From an optimization exercise on the open Yosys and OpenROAD flow, aimed at small area, a short achievable clock period and few clock cycles; shortcuts taken in it are not production practice. Function was checked by simulation only, so behaviour that the tests miss may differ from the original.

==> run Y: inputs <==
Design jass_prng, start of the top module:
module jass_prng (
    input  wire        clk,
    input  wire        rst,
    input  wire        cmd_valid,
    output wire        cmd_ready,
    input  wire [7:0]  cmd_op,
    input  wire [31:0] cmd_a,
    input  wire [31:0] cmd_b,
    output wire        rsp_valid,
    input  wire        rsp_ready,
    output wire [31:0] rsp_data,
    output wire        rsp_err
);
clock: 22.0 ns
lec_check: 0
cap_margin: 30
core_margin: 2
core_utilization: 30
slew_margin: 40
synth_memory_max_bits: 16384
run.sh (not shown) runs the stock make flow with config.mk's settings and CLKGATE_MAP_FILE= SYNTH_SCRIPT=/design/flow/synth_recipe.tcl, a recipe that flattens the netlist after the stock synthesis.
==> run Z: changes against run Y <==
--- a/flow/design.v
+++ b/flow/design.v
@@ -321,33 +321,12 @@
     wire        lo1 = en1[9] | (en1 == 10'd0);
     wire        ez  = (ea == 8'd0) | (eb == 8'd0);
     wire [31:0] y0 = (ez | lo0) ? 32'h00000000 : {sign, en0[7:0], prod[45:23]};
     wire [31:0] y1 = (ez | lo1) ? 32'h00000000 : {sign, en1[7:0], prod[46:24]};
     always @(*) y = prod[47] ? y1 : y0;
 endmodule
-module jass_i2f (
-    input  wire [31:0] n,
-    output reg  [31:0] y
-);
-    wire [31:0] mag = n[31] ? (~n + 32'd1) : n;
-    reg [4:0] p;
-    integer i;
-    always @(*) begin
-        p = 5'd0;
-        for (i = 0; i < 32; i = i + 1)
-            if (mag[i]) p = i[4:0];
-    end
-    wire [31:0] mn = mag << (5'd31 - p);    
-    wire [7:0]  ex = 8'd127 + {3'b000, p};
-    always @(*) begin
-        if (n == 32'd0)
-            y = 32'h00000000;
-        else
-            y = {n[31], ex, mn[30:8]};
-    end
-endmodule
 module jass_prng (
     input  wire        clk,
     input  wire        rst,
     input  wire        cmd_valid,
     output wire        cmd_ready,
     input  wire [7:0]  cmd_op,
@@ -368,13 +347,13 @@
     localparam [7:0] OP_I2F      = 8'h13;
     localparam [31:0] SIGN = 32'h80000000;
     localparam [31:0] EPS  = 32'h3456BF95;
     localparam X_IDLE = 0;
     localparam X_RESP = 1;
     localparam X_STEP = 2;
-    localparam X_INTW = 3;
+    localparam X_R1B  = 3;     
     localparam X_INT  = 4;
     localparam X_FADD = 5;
     localparam X_FMUL = 6;
     localparam X_I2F  = 7;
     localparam X_R1   = 8;
     localparam X_R2   = 9;
@@ -386,12 +365,14 @@
     reg [31:0] a_l, b_l;
     reg        dneg;          
     reg        err_r;
     reg        rsp_valid_r;
     reg [11:0] state;
     reg        deg_r;         
+    reg        fle_r;         
+    reg [4:0]  ip_r;          
     reg [31:0] u_r;           
     reg        u_ok;
     reg        a_neg_op;      
     reg [31:0] q0, q1;
     reg        v0, v1;
     reg [1:0]  pf_ph;
@@ -417,103 +398,119 @@
     jass_table u_ta (.idx(pf_ph[0] ? i2 : i0), .word(ta));
     jass_table u_tb (.idx(pf_ph[0] ? i3 : i1), .word(tb));
     wire [31:0] mix_acc = pf_ph[0] ? (pf_x ^ {ta[28:0], ta[31:29]} ^ tb)
                                    : ({ta[30:0], ta[31]} ^ {tb[29:0], tb[31:30]});
     wire [31:0] q_base  = v0 ? q0 : current;
     wire [31:0] q_new   = q_base + mix_acc;
-    wire        pf_run  = ~sj_act & ~(v0 & v1);
+    wire        pf_run  = (~sj_act | (sj_cnt == 3'd3 & ~pf_ph[0])) & ~(v0 & v1);
     wire        pf_done = pf_run & pf_ph[0];
     wire step_ok = v0 & ~sj_act & ~sj_step;
+    wire [31:0] i2f_t = cmd_a ^ {32{cmd_a[31]}};
+    reg  [4:0]  i2f_p;
+    integer n;
+    always @(*) begin
+        i2f_p = 5'd0;
+        for (n = 0; n < 32; n = n + 1)
+            if (i2f_t[n]) i2f_p = n[4:0];
+    end
+    wire [31:0] i2f_y = 32'h80000000 >> i2f_p;
     reg  [31:0] mx, my, mz2;
     reg  [32:0] mz1;
     always @(*) begin
         mx  = current;
         mz1 = 33'd0;
         mz2 = 32'd0;
         if (sj_act) begin
             case (sj_cnt[1:0])
-                2'd0:    my = 32'h4325C53F;
-                2'd1:    my = 32'h22B63CBF;
-                2'd2:    my = 32'h3521CFB3;
-                default: my = 32'hAE4C415D;
+                2'd0:    my = 32'hAE4C415D;    
+                2'd1:    my = 32'h3521CFB3;    
+                2'd2:    my = 32'h22B63CBF;    
+                default: my = 32'h4325C53F;    
             endcase
-            if (sj_cnt[1:0] == 2'd2) mz2 = current;
+            if (sj_cnt[1:0] == 2'd1) mz2 = current;
         end else if (state[X_INT]) begin
+            mx  = q0;
             my  = a_l ^ {32{dneg}};
-            mz1 = dneg ? {current, 1'b0} : {1'b0, current};
+            mz1 = dneg ? {q0, 1'b0} : {1'b0, q0};
             mz2 = b_l;
         end else if (state[X_R3]) begin
             mx  = {8'd0, 1'b1, b_l[22:0]};
             my  = {8'd0, 1'b1, u_r[22:0]};
+        end else if (state[X_I2F]) begin
+            mx  = a_l ^ {32{a_l[31]}};
+            my  = b_l;
+            mz1 = a_l[31] ? {1'b0, b_l} : 33'd0;
         end else begin
             mx  = {8'd0, 1'b1, a_l[22:0]};
             my  = {8'd0, 1'b1, b_l[22:0]};
         end
     end
     wire [63:0] mp = mx * my + {31'd0, mz1} + {mz2, 32'd0};
     reg [5:0] sj_qn;
     always @(*) begin
         case (sj_cnt[1:0])
-            2'd0:    sj_qn = mp[41:36];
-            2'd1:    sj_qn = mp[40:35];
-            2'd2:    sj_qn = mp[43:38];
-            default: sj_qn = mp[42:37];
+            2'd0:    sj_qn = mp[42:37];
+            2'd1:    sj_qn = mp[43:38];
+            2'd2:    sj_qn = mp[40:35];
+            default: sj_qn = mp[41:36];
         endcase
     end
     reg [5:0] sj_qd;
     always @(*) begin
         case (sj_cnt[1:0])
-            2'd1:    sj_qd = sj_q6 * 6'd61;
-            2'd2:    sj_qd = sj_q6 * 6'd59;
-            2'd3:    sj_qd = sj_q6 * 6'd53;
-            default: sj_qd = sj_q6 * 6'd15;    
+            2'd2:    sj_qd = sj_q6 * 6'd53;
+            2'd3:    sj_qd = sj_q6 * 6'd59;
+            default: sj_qd = sj_q6 * 6'd61;
         endcase
     end
     wire [5:0] sj_r  = current[5:0] - sj_qd;
     wire [5:0] sj_f3 = sj_q6 * 6'd17 + current[5:0];
     wire [31:0] fm_a = (state[X_R3]) ? b_l : a_l;
     wire [31:0] fm_b = (state[X_R3]) ? u_r : b_l;
     wire [31:0] fm_z;
     jass_fmul_post u_fmul (.a(fm_a), .b(fm_b), .prod(mp[47:23]), .y(fm_z));
-    wire        ad_r2  = (state[X_R2]);
-    wire        ad_neg = (state[X_R1]) | (state[X_FADD] & a_neg_op);
-    wire [31:0] ad_x = ad_r2 ? b_l : a_l;
-    wire [31:0] ad_y = ad_r2 ? (a_l ^ SIGN) : (b_l ^ {ad_neg, 31'd0});
+    wire        ad_swap = state[X_R2] | (state[X_R1] & fle_r);
+    wire        ad_neg  = state[X_R1] | state[X_R1B] | (state[X_FADD] & a_neg_op);
+    wire [31:0] ad_x = ad_swap ? b_l : a_l;
+    wire [31:0] ad_y = ad_swap ? (a_l ^ SIGN) : (b_l ^ {ad_neg, 31'd0});
     wire [31:0] ad_z;
     jass_fadd u_fadd (.a(ad_x), .b(ad_y), .y(ad_z));
-    wire [31:0] i2f_z;
-    jass_i2f u_i2f (.n(a_l), .y(i2f_z));
+    wire [7:0]  i2f_e = 8'd127 + {3'd0, ip_r} + {7'd0, mp[32]};
+    wire [31:0] i2f_z = (a_l == 32'd0) ? 32'd0
+                      : {a_l[31], i2f_e, mp[32] ? 23'd0 : mp[30:8]};
     wire degenerate = ({1'b0, ad_z[30:0]} < EPS);
     reg fle;
     always @(*) begin
-        if (a_l[30:0] == 31'd0 && b_l[30:0] == 31'd0)
+        if (cmd_a[30:0] == 31'd0 && cmd_b[30:0] == 31'd0)
             fle = 1'b1;
-        else if (!a_l[31] && !b_l[31])
-            fle = (a_l <= b_l);
-        else if (a_l[31] && b_l[31])
-            fle = (a_l >= b_l);
+        else if (!cmd_a[31] && !cmd_b[31])
+            fle = (cmd_a <= cmd_b);
+        else if (cmd_a[31] && cmd_b[31])
+            fle = (cmd_a >= cmd_b);
         else
-            fle = a_l[31];
+            fle = cmd_a[31];
     end
+    wire ea_big = (a_l[30:23] >= 8'd24) | (b_l[30:23] >= 8'd24);
+    wire fast_ok = (a_l[30:23] != 8'd0) & (b_l[30:23] != 8'd0) & ea_big
+                 & (ad_z[30:23] >= 8'd106) & (ad_z[30:23] != 8'd255);
     reg [4:0] up;
     integer k;
     always @(*) begin
         up = 5'd0;
         for (k = 0; k < 23; k = k + 1)
             if (q0[k]) up = k[4:0];
     end
     wire [22:0] um = q0[22:0] << (5'd22 - up);
     wire [7:0]  ue = 8'd104 + {3'd0, up};
     wire [31:0] u_val = (q0[22:0] == 23'd0) ? 32'd0 : {1'b0, ue, um[21:0], 1'b0};
     wire acc_step = accept & (cmd_op == OP_STEP) & step_ok;
-    wire acc_int  = accept & (cmd_op == OP_NEXTINT) & (cmd_a != cmd_b) & step_ok;
     reg consume;
     always @(*) begin
         consume = 1'b0;
-        if (state[X_IDLE] && (acc_step || acc_int)) consume = 1'b1;
-        if ((state[X_STEP] || state[X_INTW]) && step_ok) consume = 1'b1;
+        if (state[X_IDLE] && acc_step) consume = 1'b1;
+        if ((state[X_STEP] || state[X_INT]) && step_ok) consume = 1'b1;
         if (state[X_R3] && !deg_r && step_ok && u_ok) consume = 1'b1;
         if (sj_step && v0 && !sj_act) consume = 1'b1;
     end
     wire [32:0] acc_d  = {cmd_a[31], cmd_a} - {cmd_b[31], cmd_b};
     wire [31:0] acc_lo = acc_d[32] ? cmd_a : cmd_b;
     always @(posedge clk) begin
@@ -560,17 +557,17 @@
                 end
             end
             if (sj_act) begin
                 sj_cnt <= sj_cnt + 3'd1;
                 sj_q6  <= sj_qn;
                 case (sj_cnt)
-                    3'd1: seed_bits[7:2]   <= sj_r;
-                    3'd2: seed_bits[15:10] <= sj_r;
-                    3'd3: seed_bits[23:18] <= sj_r;
+                    3'd1: seed_bits[31:26] <= sj_f3;
+                    3'd2: seed_bits[23:18] <= sj_r;
+                    3'd3: seed_bits[15:10] <= sj_r;
                     3'd4: begin
-                        seed_bits[31:26] <= sj_f3;
+                        seed_bits[7:2] <= sj_r;
                         sj_act <= 1'b0;
                     end
                     default: ;
                 endcase
             end
             case (1'b1)  
@@ -578,12 +575,13 @@
                     if (accept) begin
                         busy     <= 1'b1;
                         a_l      <= cmd_a;
                         b_l      <= cmd_b;
                         err_r    <= 1'b0;
                         a_neg_op <= cmd_op[0];
+                        fle_r    <= fle;
                         state    <= 12'd1 << X_RESP;
                         case (cmd_op)
                             OP_SEED: begin
                                 rsp_valid_r <= 1'b1;
                                 b_l         <= 32'd0;
                                 current     <= cmd_a;
@@ -606,21 +604,23 @@
                                 a_l  <= acc_d[31:0];
                                 b_l  <= acc_lo;
                                 dneg <= acc_d[32];
                                 if (cmd_a == cmd_b) begin
                                     rsp_valid_r <= 1'b1;
                                     b_l         <= cmd_a;
-                                end else if (step_ok)
+                                end else
                                     state <= 12'd1 << X_INT;
-                                else
-                                    state <= 12'd1 << X_INTW;
                             end
                             OP_NEXTREAL: state <= 12'd1 << X_R1;
                             OP_FADD, OP_FSUB: state <= 12'd1 << X_FADD;
                             OP_FMUL: state <= 12'd1 << X_FMUL;
-                            OP_I2F:  state <= 12'd1 << X_I2F;
+                            OP_I2F: begin
+                                b_l   <= i2f_y;
+                                ip_r  <= i2f_p;
+                                state <= 12'd1 << X_I2F;
+                            end
                             default: begin
                                 rsp_valid_r <= 1'b1;
                                 b_l         <= 32'd1;
                                 err_r       <= 1'b1;
                             end
                         endcase
@@ -630,19 +630,18 @@
                     if (step_ok) begin
                         rsp_valid_r <= 1'b1;
                         b_l         <= q0;
                         state       <= 12'd1 << X_RESP;
                     end
                 end
-                state[X_INTW]: begin
-                    if (step_ok) state <= 12'd1 << X_INT;
-                end
                 state[X_INT]: begin
-                    rsp_valid_r <= 1'b1;
-                    b_l         <= mp[63:32];
-                    state       <= 12'd1 << X_RESP;
+                    if (step_ok) begin
+                        rsp_valid_r <= 1'b1;
+                        b_l         <= mp[63:32];
+                        state       <= 12'd1 << X_RESP;
+                    end
                 end
                 state[X_FADD]: begin
                     rsp_valid_r <= 1'b1;
                     b_l         <= ad_z;
                     state       <= 12'd1 << X_RESP;
                 end
@@ -651,20 +650,33 @@
                         rsp_valid_r <= 1'b1;
                         b_l         <= fm_z;
                         state       <= 12'd1 << X_RESP;
                     end
                 end
                 state[X_I2F]: begin
-                    rsp_valid_r <= 1'b1;
-                    b_l         <= i2f_z;
-                    state       <= 12'd1 << X_RESP;
+                    if (!sj_act) begin
+                        rsp_valid_r <= 1'b1;
+                        b_l         <= i2f_z;
+                        state       <= 12'd1 << X_RESP;
+                    end
                 end
                 state[X_R1]: begin
+                    if (!fle_r) begin
+                        deg_r <= degenerate;
+                        b_l   <= ad_z;
+                        state <= 12'd1 << X_R3;
+                    end else if (fast_ok) begin
+                        deg_r <= 1'b0;
+                        b_l   <= ad_z;
+                        state <= 12'd1 << X_R3;
+                    end else
+                        state <= 12'd1 << X_R1B;
+                end
+                state[X_R1B]: begin
                     deg_r <= degenerate;
-                    if (!fle) b_l <= ad_z;
-                    state <= fle ? (12'd1 << X_R2) : (12'd1 << X_R3);
+                    state <= 12'd1 << X_R2;
                 end
                 state[X_R2]: begin
                     if (deg_r) begin
                         rsp_valid_r <= 1'b1;
                         b_l         <= a_l;
                         state       <= 12'd1 << X_RESP;
==> flow/flow/run.sh (new file) <==
#!/bin/bash
# The standard layout, with the timing repair steps asked for more setup
# slack than the clock needs, so that they size the logic for a shorter period.
# The clock period and the constraints are the design's; only the repair
# target changes. make's output goes to standard.log; ORFS keeps each step's
# own log under orfs/logs.
set -euo pipefail
export SETUP_SLACK_MARGIN=12
bash standard.sh > standard.log 2>&1
==> flow/standard.sh (new file) <==
#!/bin/bash
# synth_recipe.tcl (not shown) runs the flow's synth.tcl, then flattens the netlist and writes it again
# the make line also repeats each setting of config.mk as NAME=value (left out here)
make -C /OpenROAD-flow-scripts/flow DESIGN_CONFIG=/design/flow/config.mk WORK_HOME=/design/flow/orfs CLKGATE_MAP_FILE= SYNTH_SCRIPT=/design/flow/synth_recipe.tcl "${@:-finish}"
==> flow/config.mk (replaced) <==
export PLATFORM = sky130hd
export DESIGN_NAME = jass_prng
export DESIGN_NICKNAME = jass_prng
export VERILOG_FILES = /design/flow/design.v
export SDC_FILE = /design/flow/constraint.sdc
export NUM_CORES = 4
export LEC_CHECK = 0
export ABC_AREA = 1
export CAP_MARGIN = 30
export CORE_MARGIN = 2
export CORE_UTILIZATION = 45
export SLEW_MARGIN = 40
export SYNTH_MEMORY_MAX_BITS = 16384
removed: flow/run.sh
==> run E: changes against run Y <==
--- a/flow/design.v
+++ b/flow/design.v
@@ -368,13 +368,12 @@
     localparam [7:0] OP_I2F      = 8'h13;
     localparam [31:0] SIGN = 32'h80000000;
     localparam [31:0] EPS  = 32'h3456BF95;
     localparam X_IDLE = 0;
     localparam X_RESP = 1;
     localparam X_STEP = 2;
-    localparam X_INTW = 3;
     localparam X_INT  = 4;
     localparam X_FADD = 5;
     localparam X_FMUL = 6;
     localparam X_I2F  = 7;
     localparam X_R1   = 8;
     localparam X_R2   = 9;
@@ -417,32 +416,33 @@
     jass_table u_ta (.idx(pf_ph[0] ? i2 : i0), .word(ta));
     jass_table u_tb (.idx(pf_ph[0] ? i3 : i1), .word(tb));
     wire [31:0] mix_acc = pf_ph[0] ? (pf_x ^ {ta[28:0], ta[31:29]} ^ tb)
                                    : ({ta[30:0], ta[31]} ^ {tb[29:0], tb[31:30]});
     wire [31:0] q_base  = v0 ? q0 : current;
     wire [31:0] q_new   = q_base + mix_acc;
-    wire        pf_run  = ~sj_act & ~(v0 & v1);
+    wire        pf_run  = (~sj_act | (sj_cnt == 3'd3 & ~pf_ph[0])) & ~(v0 & v1);
     wire        pf_done = pf_run & pf_ph[0];
     wire step_ok = v0 & ~sj_act & ~sj_step;
     reg  [31:0] mx, my, mz2;
     reg  [32:0] mz1;
     always @(*) begin
         mx  = current;
         mz1 = 33'd0;
         mz2 = 32'd0;
         if (sj_act) begin
             case (sj_cnt[1:0])
-                2'd0:    my = 32'h4325C53F;
-                2'd1:    my = 32'h22B63CBF;
-                2'd2:    my = 32'h3521CFB3;
-                default: my = 32'hAE4C415D;
+                2'd0:    my = 32'hAE4C415D;    
+                2'd1:    my = 32'h3521CFB3;    
+                2'd2:    my = 32'h22B63CBF;    
+                default: my = 32'h4325C53F;    
             endcase
-            if (sj_cnt[1:0] == 2'd2) mz2 = current;
+            if (sj_cnt[1:0] == 2'd1) mz2 = current;
         end else if (state[X_INT]) begin
+            mx  = q0;
             my  = a_l ^ {32{dneg}};
-            mz1 = dneg ? {current, 1'b0} : {1'b0, current};
+            mz1 = dneg ? {q0, 1'b0} : {1'b0, q0};
             mz2 = b_l;
         end else if (state[X_R3]) begin
             mx  = {8'd0, 1'b1, b_l[22:0]};
             my  = {8'd0, 1'b1, u_r[22:0]};
         end else begin
             mx  = {8'd0, 1'b1, a_l[22:0]};
@@ -450,25 +450,24 @@
         end
     end
     wire [63:0] mp = mx * my + {31'd0, mz1} + {mz2, 32'd0};
     reg [5:0] sj_qn;
     always @(*) begin
         case (sj_cnt[1:0])
-            2'd0:    sj_qn = mp[41:36];
-            2'd1:    sj_qn = mp[40:35];
-            2'd2:    sj_qn = mp[43:38];
-            default: sj_qn = mp[42:37];
+            2'd0:    sj_qn = mp[42:37];
+            2'd1:    sj_qn = mp[43:38];
+            2'd2:    sj_qn = mp[40:35];
+            default: sj_qn = mp[41:36];
         endcase
     end
     reg [5:0] sj_qd;
     always @(*) begin
         case (sj_cnt[1:0])
-            2'd1:    sj_qd = sj_q6 * 6'd61;
-            2'd2:    sj_qd = sj_q6 * 6'd59;
-            2'd3:    sj_qd = sj_q6 * 6'd53;
-            default: sj_qd = sj_q6 * 6'd15;    
+            2'd2:    sj_qd = sj_q6 * 6'd53;
+            2'd3:    sj_qd = sj_q6 * 6'd59;
+            default: sj_qd = sj_q6 * 6'd61;
         endcase
     end
     wire [5:0] sj_r  = current[5:0] - sj_qd;
     wire [5:0] sj_f3 = sj_q6 * 6'd17 + current[5:0];
     wire [31:0] fm_a = (state[X_R3]) ? b_l : a_l;
     wire [31:0] fm_b = (state[X_R3]) ? u_r : b_l;
@@ -502,18 +501,17 @@
             if (q0[k]) up = k[4:0];
     end
     wire [22:0] um = q0[22:0] << (5'd22 - up);
     wire [7:0]  ue = 8'd104 + {3'd0, up};
     wire [31:0] u_val = (q0[22:0] == 23'd0) ? 32'd0 : {1'b0, ue, um[21:0], 1'b0};
     wire acc_step = accept & (cmd_op == OP_STEP) & step_ok;
-    wire acc_int  = accept & (cmd_op == OP_NEXTINT) & (cmd_a != cmd_b) & step_ok;
     reg consume;
     always @(*) begin
         consume = 1'b0;
-        if (state[X_IDLE] && (acc_step || acc_int)) consume = 1'b1;
-        if ((state[X_STEP] || state[X_INTW]) && step_ok) consume = 1'b1;
+        if (state[X_IDLE] && acc_step) consume = 1'b1;
+        if ((state[X_STEP] || state[X_INT]) && step_ok) consume = 1'b1;
         if (state[X_R3] && !deg_r && step_ok && u_ok) consume = 1'b1;
         if (sj_step && v0 && !sj_act) consume = 1'b1;
     end
     wire [32:0] acc_d  = {cmd_a[31], cmd_a} - {cmd_b[31], cmd_b};
     wire [31:0] acc_lo = acc_d[32] ? cmd_a : cmd_b;
     always @(posedge clk) begin
@@ -560,17 +558,17 @@
                 end
             end
             if (sj_act) begin
                 sj_cnt <= sj_cnt + 3'd1;
                 sj_q6  <= sj_qn;
                 case (sj_cnt)
-                    3'd1: seed_bits[7:2]   <= sj_r;
-                    3'd2: seed_bits[15:10] <= sj_r;
-                    3'd3: seed_bits[23:18] <= sj_r;
+                    3'd1: seed_bits[31:26] <= sj_f3;
+                    3'd2: seed_bits[23:18] <= sj_r;
+                    3'd3: seed_bits[15:10] <= sj_r;
                     3'd4: begin
-                        seed_bits[31:26] <= sj_f3;
+                        seed_bits[7:2] <= sj_r;
                         sj_act <= 1'b0;
                     end
                     default: ;
                 endcase
             end
             case (1'b1)  
@@ -606,16 +604,14 @@
                                 a_l  <= acc_d[31:0];
                                 b_l  <= acc_lo;
                                 dneg <= acc_d[32];
                                 if (cmd_a == cmd_b) begin
                                     rsp_valid_r <= 1'b1;
                                     b_l         <= cmd_a;
-                                end else if (step_ok)
+                                end else
                                     state <= 12'd1 << X_INT;
-                                else
-                                    state <= 12'd1 << X_INTW;
                             end
                             OP_NEXTREAL: state <= 12'd1 << X_R1;
                             OP_FADD, OP_FSUB: state <= 12'd1 << X_FADD;
                             OP_FMUL: state <= 12'd1 << X_FMUL;
                             OP_I2F:  state <= 12'd1 << X_I2F;
                             default: begin
@@ -630,19 +626,18 @@
                     if (step_ok) begin
                         rsp_valid_r <= 1'b1;
                         b_l         <= q0;
                         state       <= 12'd1 << X_RESP;
                     end
                 end
-                state[X_INTW]: begin
-                    if (step_ok) state <= 12'd1 << X_INT;
-                end
                 state[X_INT]: begin
-                    rsp_valid_r <= 1'b1;
-                    b_l         <= mp[63:32];
-                    state       <= 12'd1 << X_RESP;
+                    if (step_ok) begin
+                        rsp_valid_r <= 1'b1;
+                        b_l         <= mp[63:32];
+                        state       <= 12'd1 << X_RESP;
+                    end
                 end
                 state[X_FADD]: begin
                     rsp_valid_r <= 1'b1;
                     b_l         <= ad_z;
                     state       <= 12'd1 << X_RESP;
                 end
==> flow/flow/run.sh (new file) <==
#!/bin/bash
# The standard layout, with the timing repair steps asked for more setup
# slack than the clock needs, so that they size the logic for a shorter period.
# The clock period and the constraints are the design's; only the repair
# target changes. make's output goes to standard.log; ORFS keeps each step's
# own log under orfs/logs.
set -euo pipefail
export SETUP_SLACK_MARGIN=11
bash standard.sh > standard.log 2>&1
==> flow/standard.sh (new file) <==
#!/bin/bash
# synth_recipe.tcl (not shown) runs the flow's synth.tcl, then flattens the netlist and writes it again
# the make line also repeats each setting of config.mk as NAME=value (left out here)
make -C /OpenROAD-flow-scripts/flow DESIGN_CONFIG=/design/flow/config.mk WORK_HOME=/design/flow/orfs CLKGATE_MAP_FILE= SYNTH_SCRIPT=/design/flow/synth_recipe.tcl "${@:-finish}"
--- a/flow/config.mk
+++ b/flow/config.mk
@@ -5,8 +5,9 @@
 export SDC_FILE = /design/flow/constraint.sdc
 export NUM_CORES = 4
 export LEC_CHECK = 0
 export CAP_MARGIN = 30
 export CORE_MARGIN = 2
 export CORE_UTILIZATION = 30
+export PLACE_DENSITY = 0.45
 export SLEW_MARGIN = 40
 export SYNTH_MEMORY_MAX_BITS = 16384
removed: flow/run.sh
==> run summary <==
Outcome: run Y finished clean; run E finished clean; run Z finished clean
Number of diodes: run Y 9; run E 15; run Z 10
Synthesized area: run Y 0.0738 mm2; run E 0.0744 mm2; run Z 0.0732 mm2
Mean routed wirelength per cell: run Y 26.6 um; run E 31.0 um; run Z 29.8 um
Number of global-route vias before repair: run Y 68800; run E 73300; run Z 74800
Area of the multi-input gates: run Y 0.0606 mm2; run E 0.0627 mm2; run Z 0.0595 mm2
Worst EP arrival: run Y 14260 ps; run E 11070 ps; run Z 10490 ps
DRT iter0 DRCs: run Y 9478; run E 8504; run Z 11600
Met2 routed WL: run Y 135000 um; run E 171000 um; run Z 158000 um
DPL Wire Length: run Y 257000 um; run E 301000 um; run Z 288000 um
Multi-input combinational cell count: run Y 7283; run E 7350; run Z 7837
Post-placement cell area: run Y 0.0790 mm2; run E 0.0803 mm2; run Z 0.0768 mm2
Fraction of the mapped netlist area in adder cells: run Y 35.3%; run E 34.9%; run Z 35.0%
Die Area: run Y 0.250 mm2; run E 0.252 mm2; run Z 0.166 mm2
Number of fill cells in the layout: run Y 25900; run E 26000; run Z 16200
Testbench counts of run Y, summed over its fixed seeds: cycles 18,264.
Testbench counts of run Z, summed over its fixed seeds: cycles 17,472.
Testbench counts of run E, summed over its fixed seeds: cycles 17,906.

-- what the ideal ports hide --
The results above use ideal ports. As a check the final layouts listed here were re-extracted and re-timed, cells and wires unchanged. Step 1: set_driving_cell puts a clkbuf_16 on clk and a buf_2 on each other input, an assumption about the parent block. Step 2, shift: input delay + t, output delay - t, t = (earliest + latest rising clock arrival at the registers) / 2. This alone moves slack from input paths to output paths. Slacks: no drivers / after step 1 / after step 2; pairs: no drivers / after step 1.
run | shift t [ns] | setup WS [ns] | hold WS [ns] | worst setup path after step 2
run Y | 0.620 | 8.054 / 8.054 / 8.054 | 0.490 / 0.490 / 0.490 | register to register
run Z | 0.639 | 11.966 / 11.966 / 11.646 | 0.465 / 0.465 / 0.465 | input to register
run E | 0.651 | 11.221 / 11.221 / 10.939 | 0.490 / 0.490 / 0.490 | input to register
After both steps every run listed still meets setup and hold. For run Z, which loses most, drivers alone change the setup slack by 0.000 ns; drivers and shift together by -0.320 ns.
